From an optimization exercise on the open Yosys and OpenROAD flow, aimed at small area, a short achievable clock period and few clock cycles; shortcuts taken in it are not production practice.
At most, simulation tests tie the RTL to the original design; equivalence was not proved.
Power is estimated from default activity; no workload was simulated.

old:
==> flow/design.v (excerpt) <==
module pwm_calc #(
    parameter [31:0] OSC_HZ     = 32'd10000000,
    parameter [15:0] PRESCALE   = 16'd16,
    parameter integer RES       = 8,
    parameter [15:0] FREQ_SCALE = 16'd100
) (
    input  wire        clk,
    input  wire        rst,
    input  wire        req_valid,
    input  wire        req_write,
    input  wire [7:0]  req_off,
    input  wire [31:0] req_data,
    output reg         resp_valid,
    output reg  [1:0]  resp_code,
    output reg  [31:0] resp_data
);
For scale: ~980 cells after synthesis, about 92 flip-flops, ~79 I/O pins, about 7900 sq um of cells after synthesis.
make LEC_CHECK=0 CAP_MARGIN=20 CORE_MARGIN=2 CORE_UTILIZATION=40 SETUP_SLACK_MARGIN=3.3 SLEW_MARGIN=20 finish   # period 8.0 ns
run.sh (not shown) runs the stock make flow with config.mk's settings and CLKGATE_MAP_FILE= SYNTH_SCRIPT=/design/flow/synth_recipe.tcl, a recipe that flattens the netlist after the stock synthesis.
Testbench counts of old, summed over its fixed seeds: cycles 8,596.
#### Input delta (new over old)
--- a/flow/design.v
+++ b/flow/design.v
@@ -47,22 +47,23 @@
     reg           init;
     reg           duty_cur;
     reg           dv_busy;   
     reg           dv_first;  
     reg [2:0]     dv_cnt;    
     reg [FW-1:0]  dv_rem;
     reg [FW-1:0]  dv_f;
     reg [1:0]     p_code;    
     reg           du_busy;   
     reg [2:0]     du_j;      
     reg           du_b;      
+    reg           du_last;   
     reg [4:0]     du_r;      
     reg [2:0]     pct_a;     
     reg [4:0]     pct_c;     
     wire off_f   = (req_off == 8'h00);
     wire off_p   = (req_off == 8'h04);
     wire off_per = (req_off == 8'h08);
     wire off_dut = (req_off == 8'h0C) || (req_off == 8'h10) || (req_off == 8'h14);
     wire mapped  = (req_off[1:0] == 2'b00) && (req_off <= 8'h28);
     wire f_in_range = !le_const(req_data, FMIN - 1) && le_const(req_data, FMAX);
     wire pct_ok     = le_const(req_data, 32'd100);
     wire stall = req_write ? ((off_f && (dv_busy || du_busy)) ||
@@ -78,43 +79,38 @@
             8'h18:   rd_data = {28'd0, duty_cur, init, err};
             8'h1C:   rd_data = OSC_HZ;
             8'h20:   rd_data = {16'd0, PRESCALE};
             8'h24:   rd_data = RES;
             8'h28:   rd_data = {16'd0, FREQ_SCALE};
             default: rd_data = 32'd0;
         endcase
     end
     always @(*) begin
         resp_valid = req_valid && !stall;
         resp_data  = req_write ? 32'd0 : rd_data;
-        if (!mapped || (req_write && !off_f && !off_p))
-            resp_code = RESP_BUSERR;
-        else if (req_write && ((off_f && !f_in_range) ||
-                               (off_p && (!init || !pct_ok))))
-            resp_code = RESP_CMDERR;
-        else
-            resp_code = RESP_OKAY;
+        resp_code[1] = !mapped || (req_write && !off_f && !off_p);
+        resp_code[0] = req_write && ((off_f && !f_in_range) ||
+                                     (off_p && (!init || !pct_ok)));
     end
     wire accept = req_valid && !stall;
     wire do_f   = accept && req_write && off_f;
     wire do_p   = accept && req_write && off_p;
     wire ge1  = le_const(req_data, T1);
     wire ge2  = le_const(req_data, T2);
     wire ge3  = le_const(req_data, T3);
     wire ge4  = le_const(req_data, T4);
     wire ge16 = le_const(req_data, T16);
     wire [24:0] h_full = (K[24:0] - {3'b0, req_data[FW-1:0]}) >> 1;
     wire [FW:0]   dv_sh   = {dv_rem, period[RES-1]};
     wire [FW+1:0] dv_diff = {1'b0, dv_sh} - {2'b0, dv_f};
     wire          dv_fit  = !dv_diff[FW+1];
-    wire       du_last = (du_j == 3'd0);
     wire [5:0] du_c12  = {1'b0, pct_c} + 6'd12;
     wire [6:0] du_c212 = {1'b0, pct_c, 1'b0} + 7'd12;
     wire [6:0] du_k    = du_last ? (du_b ? du_c212 : {1'b0, du_c12})
                                  : (du_b ? {2'b0, pct_c} : 7'd0);
     wire [3:0] du_a    = (du_last && du_b) ? {pct_a, 1'b0} :
                          (du_last || du_b) ? {1'b0, pct_a} : 4'd0;
     wire [6:0] du_t    = {1'b0, du_r, 1'b0} + du_k;            
     wire [2:0] du_q    = (du_t >= 7'd100) ? 3'd4 : (du_t >= 7'd75) ? 3'd3 :
                          (du_t >= 7'd50)  ? 3'd2 : (du_t >= 7'd25) ? 3'd1 : 3'd0;
     wire [6:0] du_rn   = du_t - du_q * 7'd25;
     wire [3:0] du_s    = du_a + {1'b0, du_q};                  
@@ -131,27 +127,29 @@
     wire [2:0] b_idx  = du_busy ? du_j - 1'b1 : p_next;
     always @(posedge clk) begin
         if (dv_busy) begin
             dv_rem <= dv_fit ? dv_diff[FW-1:0] : dv_sh[FW-1:0];
             dv_cnt <= dv_cnt - 1'b1;
         end else begin
             dv_rem <= ge16 ? {{(FW-17){1'b0}}, h_full[24:8]} : {1'b0, h_full[24:4]};
             dv_cnt <= ge16 ? 3'd7 : 3'd3;
             dv_f   <= req_data[FW-1:0];
         end
         if (du_busy) begin
-            du_r <= du_rn[4:0];
-            du_j <= du_j - 1'b1;
+            du_r    <= du_rn[4:0];
+            du_j    <= du_j - 1'b1;
+            du_last <= (du_j == 3'd1);
         end else begin
             du_r  <= (p_topb && !dv_busy) ? pc_in : 5'd0;
             du_j  <= dv_busy ? p_top : p_next;
+            du_last <= dv_busy ? 1'b0 : (p_next == 3'd0);
             pct_a <= pa_in;
             pct_c <= pc_in;
         end
         du_b <= dv_busy ? dv_fit : period[b_idx];
     end
     always @(posedge clk) begin
         if (rst) begin
             period   <= {RES{1'b0}};
             duty     <= {DW{1'b0}};
             err      <= ERR_NONE;
             init     <= 1'b0;
--- outcome ---
new vs. old: total power after layout saw an increase; multi-input combinational area share went down by 0.51 points; clock share of power increased by 1.2 points relative to the old numbers; clock sink count rose by 1; setup slack lower. Diff old -> new: proportion of power drawn by combinational gates increased 1.1 points; number of fill cells decreased about 0.37%; clock-buffer cell count increased 6; highest ir drop seen on vdd decreased 5.5%.
Only the layout flow was run in new; the RTL was not checked for function there.


RTL: one of the versions met above, not the one the previous note started from.
Size: roughly 960 cells after synthesis, roughly 93 flip-flops, about 0.0080 mm² of cells after synthesis.
clock: 8.0 ns
lec_check: 0
cap_margin: 20
core_margin: 2
core_utilization: 40
cts_buf_list: sky130_fd_sc_hd__clkbuf_4 sky130_fd_sc_hd__clkbuf_8
setup_slack_margin: 3.3
slew_margin: 20
Change:
--- a/flow/design.v
+++ b/flow/design.v
@@ -115,39 +115,36 @@
     wire [6:0] du_rn   = du_t - du_q * 7'd25;
     wire [3:0] du_s    = du_a + {1'b0, du_q};                  
     wire [DW-1:0] du_qn = {duty[DW-2:0], 1'b0} + {{(DW-4){1'b0}}, du_s};
     wire [6:0] pct_in = req_data[6:0];
     wire [2:0] pa_in  = (pct_in >= 7'd100) ? 3'd4 : (pct_in >= 7'd75) ? 3'd3 :
                         (pct_in >= 7'd50)  ? 3'd2 : (pct_in >= 7'd25) ? 3'd1 : 3'd0;
     wire [4:0] pc_in  = pct_in - pa_in * 7'd25;
     wire [2:0] p_top  = (p_code == 2'd3) ? 3'd7 : (p_code == 2'd2) ? 3'd3 :
                         (p_code == 2'd1) ? 3'd1 : 3'd0;
-    wire       p_one  = (p_code == 2'd0);
-    wire       p_topb = period[p_top] && !p_one;
-    wire [2:0] p_next = p_one ? 3'd0 : p_top - 1'b1;
-    wire [2:0] b_idx  = du_busy ? du_j - 1'b1 : p_next;
+    wire [2:0] b_idx  = du_busy ? du_j - 1'b1 : p_top;
     always @(posedge clk) begin
         if (dv_busy) begin
             dv_rem <= dv_fit ? dv_diff[FW-1:0] : dv_sh[FW-1:0];
             dv_cnt <= dv_cnt - 1'b1;
         end else begin
             dv_rem <= ge16 ? {{(FW-17){1'b0}}, h_full[24:8]} : {1'b0, h_full[24:4]};
             dv_cnt <= ge16 ? 3'd7 : 3'd3;
             dv_f   <= req_data[FW-1:0];
         end
         if (du_busy) begin
             du_r    <= du_rn[4:0];
             du_j    <= du_j - 1'b1;
             du_last <= (du_j == 3'd1);
         end else begin
-            du_r  <= (p_topb && !dv_busy) ? pc_in : 5'd0;
-            du_j  <= dv_busy ? p_top : p_next;
-            du_last <= dv_busy ? 1'b0 : (p_next == 3'd0);
+            du_r  <= 5'd0;
+            du_j  <= p_top;
+            du_last <= (p_code == 2'd0);
             pct_a <= pa_in;
             pct_c <= pc_in;
         end
         du_b <= dv_busy ? dv_fit : period[b_idx];
     end
     always @(posedge clk) begin
         if (rst) begin
             period   <= {RES{1'b0}};
             duty     <= {DW{1'b0}};
@@ -188,15 +185,15 @@
             if (do_p) begin
                 if (!init) begin
                     err <= ERR_NOINIT;
                 end else if (!pct_ok) begin
                     err <= ERR_BADPCT;
                 end else begin
                     err      <= ERR_NONE;
                     duty_cur <= 1'b1;
                     du_busy  <= 1'b1;
-                    duty <= (p_topb && !dv_busy) ? {{(DW-3){1'b0}}, pa_in} : {DW{1'b0}};
+                    duty     <= {DW{1'b0}};
                 end
             end
         end
     end
 endmodule
=> Final area came out lower by a few percent; setup slack got worse by 54 ps; routed wire length came out lower by a few percent; core utilization came out higher by 0.13 points; critical path depth came out lower by 3; die area came out lower by a few percent; hold slack improved by 4.2 ps; combinational power came out lower by a few percent; synthesized area came out lower by a few percent; synthesized cell count came out lower slightly; sequential power is about the same; clock-buffer cell count came out lower by 1; total power came out lower by a few percent; clock power came out lower by roughly a tenth.
No functional check of the RTL was part of any run of this note.


The RTL this note starts from:
==> flow/design.v <==
module pwm_calc #(
    parameter [31:0] OSC_HZ     = 32'd10000000,
    parameter [15:0] PRESCALE   = 16'd16,
    parameter integer RES       = 8,
    parameter [15:0] FREQ_SCALE = 16'd100
) (
    input  wire        clk,
    input  wire        rst,
    input  wire        req_valid,
    input  wire        req_write,
    input  wire [7:0]  req_off,
    input  wire [31:0] req_data,
    output reg         resp_valid,
    output reg  [1:0]  resp_code,
    output reg  [31:0] resp_data
);
    localparam [63:0] N     = OSC_HZ * FREQ_SCALE;           
    localparam [63:0] DSC   = 4 * PRESCALE;                   
    localparam integer DW   = RES + 3;                        
    localparam [63:0] K     = (2 * N) / DSC;                  
    localparam [31:0] FMIN  = (N + (DSC << RES) - 1) / (DSC << RES);  
    localparam [31:0] FMAX  = N / DSC;                        
    localparam [31:0] T1    = K / 3;
    localparam [31:0] T2    = K / 5;
    localparam [31:0] T3    = K / 7;
    localparam [31:0] T4    = K / 9;
    localparam [31:0] T16   = K / 33;
    localparam integer FW   = 22;                             
    function automatic le_const(input [31:0] x, input [31:0] c);
        integer i;
        begin
            le_const = 1'b1;
            for (i = 0; i < 32; i = i + 1)
                le_const = c[i] ? (!x[i] || le_const) : (!x[i] && le_const);
        end
    endfunction
    localparam [1:0] RESP_OKAY   = 2'd0;
    localparam [1:0] RESP_CMDERR = 2'd1;
    localparam [1:0] RESP_BUSERR = 2'd2;
    localparam [1:0] ERR_NONE    = 2'd0;
    localparam [1:0] ERR_RANGE   = 2'd1;
    localparam [1:0] ERR_NOINIT  = 2'd2;
    localparam [1:0] ERR_BADPCT  = 2'd3;
    reg [RES-1:0] period;    
    reg [DW-1:0]  duty;      
    reg [1:0]     err;
    reg           init;
    reg           duty_cur;
    reg           dv_busy;   
    reg           dv_first;  
    reg [2:0]     dv_cnt;    
    reg [FW-1:0]  dv_rem;
    reg [FW-1:0]  dv_f;
    reg [1:0]     p_code;    
    reg           du_busy;   
    reg [2:0]     du_j;      
    reg           du_b;      
    reg           du_last;   
    reg [4:0]     du_r;      
    reg [2:0]     pct_a;     
    reg [4:0]     pct_c;     
    wire off_f   = (req_off == 8'h00);
    wire off_p   = (req_off == 8'h04);
    wire off_per = (req_off == 8'h08);
    wire off_dut = (req_off == 8'h0C) || (req_off == 8'h10) || (req_off == 8'h14);
    wire mapped  = (req_off[1:0] == 2'b00) && (req_off <= 8'h28);
    wire f_in_range = !le_const(req_data, FMIN - 1) && le_const(req_data, FMAX);
    wire pct_ok     = le_const(req_data, 32'd100);
    wire stall = req_write ? ((off_f && (dv_busy || du_busy)) ||
                              (off_p && (du_busy || (dv_busy && !dv_first))))
                           : ((off_per && dv_busy) || (off_dut && du_busy));
    reg [31:0] rd_data;
    always @(*) begin
        case (req_off)
            8'h08:   rd_data = {{(32-RES){1'b0}}, period};
            8'h0C:   rd_data = {{(32-DW){1'b0}}, duty};
            8'h10:   rd_data = {{(32-DW+2){1'b0}}, duty[DW-1:2]};
            8'h14:   rd_data = {30'd0, duty[1:0]};
            8'h18:   rd_data = {28'd0, duty_cur, init, err};
            8'h1C:   rd_data = OSC_HZ;
            8'h20:   rd_data = {16'd0, PRESCALE};
            8'h24:   rd_data = RES;
            8'h28:   rd_data = {16'd0, FREQ_SCALE};
            default: rd_data = 32'd0;
        endcase
    end
    always @(*) begin
        resp_valid = req_valid && !stall;
        resp_data  = req_write ? 32'd0 : rd_data;
        resp_code[1] = !mapped || (req_write && !off_f && !off_p);
        resp_code[0] = req_write && ((off_f && !f_in_range) ||
                                     (off_p && (!init || !pct_ok)));
    end
    wire accept = req_valid && !stall;
    wire do_f   = accept && req_write && off_f;
    wire do_p   = accept && req_write && off_p;
    wire ge1  = le_const(req_data, T1);
    wire ge2  = le_const(req_data, T2);
    wire ge3  = le_const(req_data, T3);
    wire ge4  = le_const(req_data, T4);
    wire ge16 = le_const(req_data, T16);
    wire [24:0] h_full = (K[24:0] - {3'b0, req_data[FW-1:0]}) >> 1;
    wire [FW:0]   dv_sh   = {dv_rem, period[RES-1]};
    wire [FW+1:0] dv_diff = {1'b0, dv_sh} - {2'b0, dv_f};
    wire          dv_fit  = !dv_diff[FW+1];
    wire [5:0] du_c12  = {1'b0, pct_c} + 6'd12;
    wire [6:0] du_c212 = {1'b0, pct_c, 1'b0} + 7'd12;
    wire [6:0] du_k    = du_last ? (du_b ? du_c212 : {1'b0, du_c12})
                                 : (du_b ? {2'b0, pct_c} : 7'd0);
    wire [3:0] du_a    = (du_last && du_b) ? {pct_a, 1'b0} :
                         (du_last || du_b) ? {1'b0, pct_a} : 4'd0;
    wire [6:0] du_t    = {1'b0, du_r, 1'b0} + du_k;            
    wire [2:0] du_q    = (du_t >= 7'd100) ? 3'd4 : (du_t >= 7'd75) ? 3'd3 :
                         (du_t >= 7'd50)  ? 3'd2 : (du_t >= 7'd25) ? 3'd1 : 3'd0;
    wire [6:0] du_rn   = du_t - du_q * 7'd25;
    wire [DW-1:0] du_x  = {duty[DW-2:0], 1'b0} + {{(DW-4){1'b0}}, du_a};
    wire [DW-4:0] du_xi = du_x[DW-1:3] + 1'b1;
    wire [3:0]    du_lo = {1'b0, du_x[2:0]} + {1'b0, du_q};
    wire [DW-1:0] du_qn = {du_lo[3] ? du_xi : du_x[DW-1:3], du_lo[2:0]};
    wire [6:0] pct_in = req_data[6:0];
    wire [2:0] pa_in  = (pct_in >= 7'd100) ? 3'd4 : (pct_in >= 7'd75) ? 3'd3 :
                        (pct_in >= 7'd50)  ? 3'd2 : (pct_in >= 7'd25) ? 3'd1 : 3'd0;
    wire [4:0] pc_in  = pct_in - pa_in * 7'd25;
    wire [2:0] p_top  = (p_code == 2'd3) ? 3'd7 : (p_code == 2'd2) ? 3'd3 :
                        (p_code == 2'd1) ? 3'd1 : 3'd0;
    wire       p_one  = (p_code == 2'd0);
    wire       p_topb = period[p_top] && !p_one;
    wire [2:0] p_next = p_one ? 3'd0 : p_top - 1'b1;
    wire [2:0] b_idx  = du_busy ? du_j - 1'b1 : p_next;
    always @(posedge clk) begin
        if (dv_busy) begin
            dv_rem <= dv_fit ? dv_diff[FW-1:0] : dv_sh[FW-1:0];
            dv_cnt <= dv_cnt - 1'b1;
        end else begin
            dv_rem <= ge16 ? {{(FW-17){1'b0}}, h_full[24:8]} : {1'b0, h_full[24:4]};
            dv_cnt <= ge16 ? 3'd7 : 3'd3;
            dv_f   <= req_data[FW-1:0];
        end
        if (du_busy) begin
            du_r    <= du_rn[4:0];
            du_j    <= du_j - 1'b1;
            du_last <= (du_j == 3'd1);
        end else begin
            du_r  <= (p_topb && !dv_busy) ? pc_in : 5'd0;
            du_j  <= dv_busy ? p_top : p_next;
            du_last <= dv_busy ? 1'b0 : (p_next == 3'd0);
            pct_a <= pa_in;
            pct_c <= pc_in;
        end
        du_b <= dv_busy ? dv_fit : period[b_idx];
    end
    always @(posedge clk) begin
        if (rst) begin
            period   <= {RES{1'b0}};
            duty     <= {DW{1'b0}};
            err      <= ERR_NONE;
            init     <= 1'b0;
            duty_cur <= 1'b0;
            dv_busy  <= 1'b0;
            dv_first <= 1'b0;
            du_busy  <= 1'b0;
        end else begin
            if (dv_busy) begin
                period   <= {period[RES-2:0], dv_fit};
                dv_first <= 1'b0;
                if (dv_cnt == 3'd0) dv_busy <= 1'b0;
            end
            if (du_busy) begin
                duty <= du_qn;
                if (du_last) du_busy <= 1'b0;
            end
            if (do_f) begin
                if (!f_in_range) begin
                    err <= ERR_RANGE;
                end else begin
                    err      <= ERR_NONE;
                    init     <= 1'b1;
                    duty_cur <= 1'b0;
                    if (!ge4) begin
                        period <= {{(RES-2){1'b0}}, ge2, ge1 ^ ge2 ^ ge3};
                        p_code <= {1'b0, ge2};
                    end else begin
                        period   <= ge16 ? h_full[7:0] : {h_full[3:0], 4'b0};
                        dv_busy  <= 1'b1;
                        dv_first <= 1'b1;
                        p_code   <= ge16 ? 2'd3 : 2'd2;
                    end
                end
            end
            if (do_p) begin
                if (!init) begin
                    err <= ERR_NOINIT;
                end else if (!pct_ok) begin
                    err <= ERR_BADPCT;
                end else begin
                    err      <= ERR_NONE;
                    duty_cur <= 1'b1;
                    du_busy  <= 1'b1;
                    duty <= (p_topb && !dv_busy) ? {{(DW-3){1'b0}}, pa_in} : {DW{1'b0}};
                end
            end
        end
    end
endmodule
Settings: LEC_CHECK=0, CAP_MARGIN=20, CORE_MARGIN=2, CORE_UTILIZATION=40, CTS_BUF_LIST=sky130_fd_sc_hd__clkbuf_4 sky130_fd_sc_hd__clkbuf_8, SETUP_SLACK_MARGIN=3.3, SLEW_MARGIN=20; clock period 8.0 ns.
Testbench counts at the start, summed over its fixed seeds: cycles 8,596.
Change:
--- a/flow/design.v
+++ b/flow/design.v
@@ -53,11 +53,10 @@
     reg [FW-1:0]  dv_f;
     reg [1:0]     p_code;    
     reg           du_busy;   
     reg [2:0]     du_j;      
     reg           du_b;      
-    reg           du_last;   
     reg [4:0]     du_r;      
     reg [2:0]     pct_a;     
     reg [4:0]     pct_c;     
     wire off_f   = (req_off == 8'h00);
     wire off_p   = (req_off == 8'h04);
@@ -85,13 +84,17 @@
         endcase
     end
     always @(*) begin
         resp_valid = req_valid && !stall;
         resp_data  = req_write ? 32'd0 : rd_data;
-        resp_code[1] = !mapped || (req_write && !off_f && !off_p);
-        resp_code[0] = req_write && ((off_f && !f_in_range) ||
-                                     (off_p && (!init || !pct_ok)));
+        if (!mapped || (req_write && !off_f && !off_p))
+            resp_code = RESP_BUSERR;
+        else if (req_write && ((off_f && !f_in_range) ||
+                               (off_p && (!init || !pct_ok))))
+            resp_code = RESP_CMDERR;
+        else
+            resp_code = RESP_OKAY;
     end
     wire accept = req_valid && !stall;
     wire do_f   = accept && req_write && off_f;
     wire do_p   = accept && req_write && off_p;
     wire ge1  = le_const(req_data, T1);
@@ -101,24 +104,23 @@
     wire ge16 = le_const(req_data, T16);
     wire [24:0] h_full = (K[24:0] - {3'b0, req_data[FW-1:0]}) >> 1;
     wire [FW:0]   dv_sh   = {dv_rem, period[RES-1]};
     wire [FW+1:0] dv_diff = {1'b0, dv_sh} - {2'b0, dv_f};
     wire          dv_fit  = !dv_diff[FW+1];
+    wire       du_last = (du_j == 3'd0);
     wire [5:0] du_c12  = {1'b0, pct_c} + 6'd12;
     wire [6:0] du_c212 = {1'b0, pct_c, 1'b0} + 7'd12;
     wire [6:0] du_k    = du_last ? (du_b ? du_c212 : {1'b0, du_c12})
                                  : (du_b ? {2'b0, pct_c} : 7'd0);
     wire [3:0] du_a    = (du_last && du_b) ? {pct_a, 1'b0} :
                          (du_last || du_b) ? {1'b0, pct_a} : 4'd0;
     wire [6:0] du_t    = {1'b0, du_r, 1'b0} + du_k;            
     wire [2:0] du_q    = (du_t >= 7'd100) ? 3'd4 : (du_t >= 7'd75) ? 3'd3 :
                          (du_t >= 7'd50)  ? 3'd2 : (du_t >= 7'd25) ? 3'd1 : 3'd0;
     wire [6:0] du_rn   = du_t - du_q * 7'd25;
-    wire [DW-1:0] du_x  = {duty[DW-2:0], 1'b0} + {{(DW-4){1'b0}}, du_a};
-    wire [DW-4:0] du_xi = du_x[DW-1:3] + 1'b1;
-    wire [3:0]    du_lo = {1'b0, du_x[2:0]} + {1'b0, du_q};
-    wire [DW-1:0] du_qn = {du_lo[3] ? du_xi : du_x[DW-1:3], du_lo[2:0]};
+    wire [3:0] du_s    = du_a + {1'b0, du_q};                  
+    wire [DW-1:0] du_qn = {duty[DW-2:0], 1'b0} + {{(DW-4){1'b0}}, du_s};
     wire [6:0] pct_in = req_data[6:0];
     wire [2:0] pa_in  = (pct_in >= 7'd100) ? 3'd4 : (pct_in >= 7'd75) ? 3'd3 :
                         (pct_in >= 7'd50)  ? 3'd2 : (pct_in >= 7'd25) ? 3'd1 : 3'd0;
     wire [4:0] pc_in  = pct_in - pa_in * 7'd25;
     wire [2:0] p_top  = (p_code == 2'd3) ? 3'd7 : (p_code == 2'd2) ? 3'd3 :
@@ -135,17 +137,15 @@
             dv_rem <= ge16 ? {{(FW-17){1'b0}}, h_full[24:8]} : {1'b0, h_full[24:4]};
             dv_cnt <= ge16 ? 3'd7 : 3'd3;
             dv_f   <= req_data[FW-1:0];
         end
         if (du_busy) begin
-            du_r    <= du_rn[4:0];
-            du_j    <= du_j - 1'b1;
-            du_last <= (du_j == 3'd1);
+            du_r <= du_rn[4:0];
+            du_j <= du_j - 1'b1;
         end else begin
             du_r  <= (p_topb && !dv_busy) ? pc_in : 5'd0;
             du_j  <= dv_busy ? p_top : p_next;
-            du_last <= dv_busy ? 1'b0 : (p_next == 3'd0);
             pct_a <= pa_in;
             pct_c <= pc_in;
         end
         du_b <= dv_busy ? dv_fit : period[b_idx];
     end
=> The changed run passed the timing, DRC and antenna checks. Critical path depth rose by 3. First-iteration DRC count fell by well over a third. Area after synthesis fell slightly. Routed wire length fell by a few percent. Flip-flop and latch count fell by 1. Sequential share of layout area fell by 0.34 points. Die area fell slightly. Power fell by roughly a tenth.
Testbench counts after the change, summed over its fixed seeds: cycles 8,596.

separate check: timing with driven ports:
The results above use ideal ports. As a check the final layouts listed here were re-extracted and re-timed, cells and wires unchanged. Step 1: set_driving_cell puts a clkbuf_16 on clk and a buf_2 on each other input, an assumption about the parent block. Step 2 adds t to the input delays and takes it off the output delays; t is the mean of the earliest and latest rising clock arrival at the registers after step 1. Input paths then give back, and output paths get back, about the clock's delay inside the block. Three values: ideal, step 1, step 2; two values: the first two.
run	t (ns)	setup slack, ns	worst slew at a driven data input, ns	pins driven straight from the clock port
old	0.399	3.197 / 3.144 / 3.144	0.07	1
new	0.393	3.115 / 3.054 / 3.054	0.08	1
the first run of note 2	0.415	3.103 / 3.043 / 3.043	0.08	1
the second run of note 2	0.422	3.049 / 3.018 / 3.018	0.05	1
the first run of note 3	0.408	3.161 / 3.110 / 3.110	0.07	1
the second run of note 3	0.421	3.234 / 3.171 / 3.171	0.07	1
After both steps every run listed still meets setup and hold. For the second run of note 3, which loses most, drivers alone change the setup slack by -0.063 ns; drivers and shift together by -0.063 ns.
